Background: an optimization exercise with open tools, aiming at small area and a short achievable clock period. Do not read the settings as production practice. Function was checked by simulation only, so behaviour that the tests miss may differ from the original. No activity file was given, so power comes from the tool's default toggle rates.

## can_relay
module can_relay (
    input  wire        clk,
    input  wire        rst,           
    input  wire        repeat_en,     
    input  wire        fast_tick,     
    input  wire        rx1_valid,
    input  wire [28:0] rx1_id,
    input  wire [3:0]  rx1_dlc,
    input  wire [63:0] rx1_data,
    output wire        rx1_take,
    input  wire        rx2_valid,
    input  wire [28:0] rx2_id,
    input  wire [3:0]  rx2_dlc,
    input  wire [63:0] rx2_data,
    output wire        rx2_take,
    input  wire        rx3_valid,
    input  wire [28:0] rx3_id,
    input  wire [3:0]  rx3_dlc,
    input  wire [63:0] rx3_data,
    output wire        rx3_take,
    input  wire [7:0]  eflg1,
    input  wire [7:0]  eflg2,
    input  wire [7:0]  eflg3,
    output wire [2:0]  eflg_clr,      
    output wire [2:0]  cause_clr,     
    output reg         fault,         
    input  wire        tx1_busy,
    output wire        tx1_send,
    output wire [28:0] tx1_id,
    output wire [3:0]  tx1_dlc,
    output wire [63:0] tx1_data,
    output wire        drop1,         
    input  wire        tx2_busy,
    output wire        tx2_send,
    output wire [28:0] tx2_id,
    output wire [3:0]  tx2_dlc,
    output wire [63:0] tx2_data,
    output wire        drop2
);
clock: 5.5 ns
lec_check: 0
cap_margin: 20
core_margin: 2
core_utilization: 40
setup_slack_margin: 2.7
slew_margin: 20
standard.sh (not shown) runs the stock make flow with config.mk's settings and CLKGATE_MAP_FILE= SYNTH_SCRIPT=/design/flow/synth_recipe.tcl, a recipe that flattens the netlist after the stock synthesis.
==> flow/flow/run.sh <==
#!/bin/bash
# The standard layout (standard.sh: unchanged synthesis and steps) with two
# changes to how cells are chosen:
#  - the port buffers that buffer_ports inserts are plain buf_1 cells
#    instead of its default choice (the resizer upsizes them where timing
#    needs it);
#  - clock tree synthesis builds larger sink clusters and adds no dummy
#    loads (the tree is still balanced by TritonCTS as usual).
set -euo pipefail
export BUFFER_PORTS_ARGS="-buffer_cell sky130_fd_sc_hd__buf_1"
export CTS_ARGS="-sink_clustering_enable -repair_clock_nets -dont_use_dummy_load -sink_clustering_size 24 -sink_clustering_max_diameter 80"
bash standard.sh > standard_flow.log 2>&1
Then changed:
--- a/flow/flow/run.sh
+++ b/flow/flow/run.sh
@@ -9,4 +9,4 @@
 set -euo pipefail
 export BUFFER_PORTS_ARGS="-buffer_cell sky130_fd_sc_hd__buf_1"
-export CTS_ARGS="-sink_clustering_enable -repair_clock_nets -dont_use_dummy_load -sink_clustering_size 24 -sink_clustering_max_diameter 80"
+export CTS_ARGS="-sink_clustering_enable -repair_clock_nets -dont_use_dummy_load -sink_clustering_size 30 -sink_clustering_max_diameter 100"
 bash standard.sh > standard_flow.log 2>&1
--- a/flow/config.mk
+++ b/flow/config.mk
@@ -11,2 +11,3 @@
 export SETUP_SLACK_MARGIN = 2.7
 export SLEW_MARGIN = 20
+export TNS_END_PERCENT = 30
Effect: Area after synthesis stays the same; global-route usage drops by 0.40 points; synthesized cell count stays the same; sequential share of layout area climbs by 0.64 points; count of clock-buffer cells in the layout drops by 12; setup slack loses 0.013 ns; routed wire length drops by 2.1%; cell count drops by about 0.45%; die area stays the same; power drops by 2.4%.

* * *

the reference run:
Another version of the RTL of can_relay (not shown whole).
Size in the first run: roughly 3000 cells after synthesis, ~1100 flip-flops, about 530 I/O pins, roughly 41000 um2 of cells after synthesis.
export LEC_CHECK = 0
export CAP_MARGIN = 20
export CORE_MARGIN = 2
export CORE_UTILIZATION = 40
export SETUP_SLACK_MARGIN = 2.0
export SLEW_MARGIN = 20
create_clock -name core_clock -period 5.5 [get_ports {clk}]
==> flow/flow/run.sh <==
#!/bin/bash
# The standard layout (standard.sh, unchanged synthesis and steps), with the
# port buffers that buffer_ports inserts made plain sky130 buf_1 cells
# instead of its default choice; the resizer upsizes them where timing needs.
set -euo pipefail
export BUFFER_PORTS_ARGS="-buffer_cell sky130_fd_sc_hd__buf_1"
bash standard.sh > standard_flow.log 2>&1
The inputs of the trial run differ from those of the reference run as listed below.
==> flow/run.sh (new file) <==
#!/bin/bash
# synth_recipe.tcl (not shown) runs the flow's synth.tcl, then flattens the netlist and writes it again
# the make line also repeats each setting of config.mk as NAME=value (left out here)
make -C /OpenROAD-flow-scripts/flow DESIGN_CONFIG=/design/flow/config.mk WORK_HOME=/design/flow/orfs CLKGATE_MAP_FILE= SYNTH_SCRIPT=/design/flow/synth_recipe.tcl finish
removed: flow/flow/run.sh
removed: flow/standard.sh
The reference run → the trial run: final clock period utilization by the worst path increased by 2.2 points relative to the old numbers, internal cell power shrank by about 0.5%, non-clock buffer total of the final layout went up, net count of the finished layout essentially unchanged.

* * *

== run 1 ==
Another version of the RTL of can_relay (not shown whole).
For scale: ~3000 cells after synthesis, about 1100 flip-flops, ~530 I/O pins.
## can_relay
module can_relay (
    input  wire        clk,
    input  wire        rst,           
    input  wire        repeat_en,     
    input  wire        fast_tick,     
    input  wire        rx1_valid,
    input  wire [28:0] rx1_id,
    input  wire [3:0]  rx1_dlc,
    input  wire [63:0] rx1_data,
    output wire        rx1_take,
    input  wire        rx2_valid,
    input  wire [28:0] rx2_id,
    input  wire [3:0]  rx2_dlc,
    input  wire [63:0] rx2_data,
    output wire        rx2_take,
    input  wire        rx3_valid,
    input  wire [28:0] rx3_id,
    input  wire [3:0]  rx3_dlc,
    input  wire [63:0] rx3_data,
    output wire        rx3_take,
    input  wire [7:0]  eflg1,
    input  wire [7:0]  eflg2,
    input  wire [7:0]  eflg3,
    output wire [2:0]  eflg_clr,      
    output wire [2:0]  cause_clr,     
    output reg         fault,         
    input  wire        tx1_busy,
    output wire        tx1_send,
    output wire [28:0] tx1_id,
    output wire [3:0]  tx1_dlc,
  ...
export LEC_CHECK = 0
export CAP_MARGIN = 20
export CORE_MARGIN = 2
export CORE_UTILIZATION = 40
export SETUP_SLACK_MARGIN = 3.0
export SLEW_MARGIN = 20
create_clock -name core_clock -period 5.5 [get_ports {clk}]
==> flow/flow/run.sh <==
#!/bin/bash
# The standard layout (standard.sh: unchanged synthesis and steps) with two
# changes to how cells are chosen:
#  - the port buffers that buffer_ports inserts are plain buf_1 cells
#    instead of its default choice (the resizer upsizes them where timing
#    needs it);
#  - clock tree synthesis builds larger sink clusters and adds no dummy
#    loads (the tree is still balanced by TritonCTS as usual).
set -euo pipefail
export BUFFER_PORTS_ARGS="-buffer_cell sky130_fd_sc_hd__buf_1"
export CTS_ARGS="-sink_clustering_enable -repair_clock_nets -dont_use_dummy_load -sink_clustering_size 24 -sink_clustering_max_diameter 80"
bash standard.sh > standard_flow.log 2>&1
Input-level comparison between run 2 and run 1:
# run 1
export LEC_CHECK = 0
export CAP_MARGIN = 20
export CORE_MARGIN = 2
export CORE_UTILIZATION = 40
export SETUP_SLACK_MARGIN = 3.0
export SLEW_MARGIN = 20
create_clock -name core_clock -period 5.5 [get_ports {clk}]
# run 2
export LEC_CHECK = 0
export CAP_MARGIN = 20
export CORE_MARGIN = 2
export CORE_UTILIZATION = 40
export SETUP_SLACK_MARGIN = 2.7
export SLEW_MARGIN = 20
create_clock -name core_clock -period 5.5 [get_ports {clk}]
- Run 2 against run 1: power consumed by sequential cells ~0 delta; clock tree cell share of total cell area stayed essentially flat; portion of total power attributed to the clock network now sits higher.
- Against run 1, run 2 comes in 1.2 points lower on final cell utilization of the core.
- The global-route usage reported for run 2 is smaller than that of run 1 by 0.39 points.
- Diff run 1 -> run 2: count of pins on the block boundary shows no meaningful change; clock transition time at the flip-flop clock pins of the worst setup and hold paths neither gained nor lost much; setup fix buffers added after clock tree synthesis has decreased.
- Global-route wire length before repair: run 2 vs run 1 down 3300 µm
--- input diff run 2..run 3 ---
# run 2
export LEC_CHECK = 0
export CAP_MARGIN = 20
export CORE_MARGIN = 2
export CORE_UTILIZATION = 40
export SETUP_SLACK_MARGIN = 2.7
export SLEW_MARGIN = 20
create_clock -name core_clock -period 5.5 [get_ports {clk}]
# run 3
export LEC_CHECK = 0
export CAP_MARGIN = 20
export CORE_MARGIN = 2
export CORE_UTILIZATION = 55
export SETUP_SLACK_MARGIN = 2.7
export SLEW_MARGIN = 20
create_clock -name core_clock -period 5.5 [get_ports {clk}]
--- a/flow/flow/run.sh
+++ b/flow/flow/run.sh
@@ -9,4 +9,4 @@
 set -euo pipefail
 export BUFFER_PORTS_ARGS="-buffer_cell sky130_fd_sc_hd__buf_1"
-export CTS_ARGS="-sink_clustering_enable -repair_clock_nets -dont_use_dummy_load -sink_clustering_size 24 -sink_clustering_max_diameter 80"
+export CTS_ARGS="-sink_clustering_enable -repair_clock_nets -dont_use_dummy_load -sink_clustering_size 30 -sink_clustering_max_diameter 90"
 bash standard.sh > standard_flow.log 2>&1
Findings:
Re utilization after layout: run 2 was lower than run 3. Total power: run 3 below run 2. | part of the total power dissipated in combinational logic | lower: run 2 |.
What run 4 does differently from run 3 at the input level:
# run 3
export LEC_CHECK = 0
export CAP_MARGIN = 20
export CORE_MARGIN = 2
export CORE_UTILIZATION = 55
export SETUP_SLACK_MARGIN = 2.7
export SLEW_MARGIN = 20
create_clock -name core_clock -period 5.5 [get_ports {clk}]
# run 4
export LEC_CHECK = 0
export CAP_MARGIN = 20
export CORE_MARGIN = 2
export CORE_UTILIZATION = 40
export SETUP_SLACK_MARGIN = 2.5
export SLEW_MARGIN = 20
create_clock -name core_clock -period 5.5 [get_ports {clk}]
--- a/flow/flow/run.sh
+++ b/flow/flow/run.sh
@@ -9,4 +9,4 @@
 set -euo pipefail
 export BUFFER_PORTS_ARGS="-buffer_cell sky130_fd_sc_hd__buf_1"
-export CTS_ARGS="-sink_clustering_enable -repair_clock_nets -dont_use_dummy_load -sink_clustering_size 30 -sink_clustering_max_diameter 90"
+export CTS_ARGS="-sink_clustering_enable -repair_clock_nets -dont_use_dummy_load -sink_clustering_size 24 -sink_clustering_max_diameter 80"
 bash standard.sh > standard_flow.log 2>&1
==> run notes <==
- Compared with run 3, run 4 shows core box area that has gone up by more than a quarter.
- As of run 4, number of global-route vias before repair had fallen by a few percent compared to run 3.
- met2 capacity usage during global routing on run 4 is down relative to run 3.
- On register share of the cell area: run 4 sits below run 3.
- Per the comparison of run 4 with run 3, maximum achievable frequency saw a decrease, power dissipated by switching net loads lost 0.47%, clock power higher, total power up 0.28 mW.

what the ideal ports hide:
No port has a modelled driver above. Below, the same layouts with a new extraction and two added sets of constraints.
Step 1 (the two cells are an assumption about what drives the block):
set clk [get_ports {clk}]
set_driving_cell -lib_cell sky130_fd_sc_hd__clkbuf_16 $clk
set_driving_cell -lib_cell sky130_fd_sc_hd__buf_2 [delete_from_list [all_inputs] $clk]
Step 2 moves the port delays by t, midway between the first and last clock arrival at a register: inputs arrive t later, outputs are due t later. That takes back most of the time a late clock gives input paths.
Slacks: ideal / step 1 / step 2; pairs: ideal / step 1.
run | shift t [ns] | setup slack, ns | worst setup path after step 2 | clock arrival spread, ns | worst slew at a driven data input, ns
the first run of note 1 | 0.712 | 2.660 / 2.618 / 2.170 | input to register | 0.085 / 0.086 | 0.10
the second run of note 1 | 0.698 | 2.647 / 2.589 / 2.185 | input to register | 0.077 / 0.078 | 0.10
the reference run | 0.757 | 2.148 / 2.080 / 1.860 | input to register | 0.047 / 0.046 | 0.08
the trial run | 0.744 | 2.028 / 1.936 / 1.792 | input to register | 0.049 / 0.049 | 0.09
run 1 | 0.695 | 2.656 / 2.604 / 2.393 | input to register | 0.110 / 0.109 | 0.10
run 2 | 0.718 | 2.664 / 2.617 / 2.162 | input to register | 0.071 / 0.071 | 0.11
run 3 | 0.670 | 2.527 / 2.497 / 2.011 | input to register | 0.090 / 0.090 | 0.12
run 4 | 0.715 | 2.367 / 2.344 / 1.968 | input to register | 0.101 / 0.100 | 0.10
After both steps setup and hold are still met in every run listed. The setup slack of run 3, which loses most, moves by -0.030 ns with the drivers and by -0.516 ns with both steps.
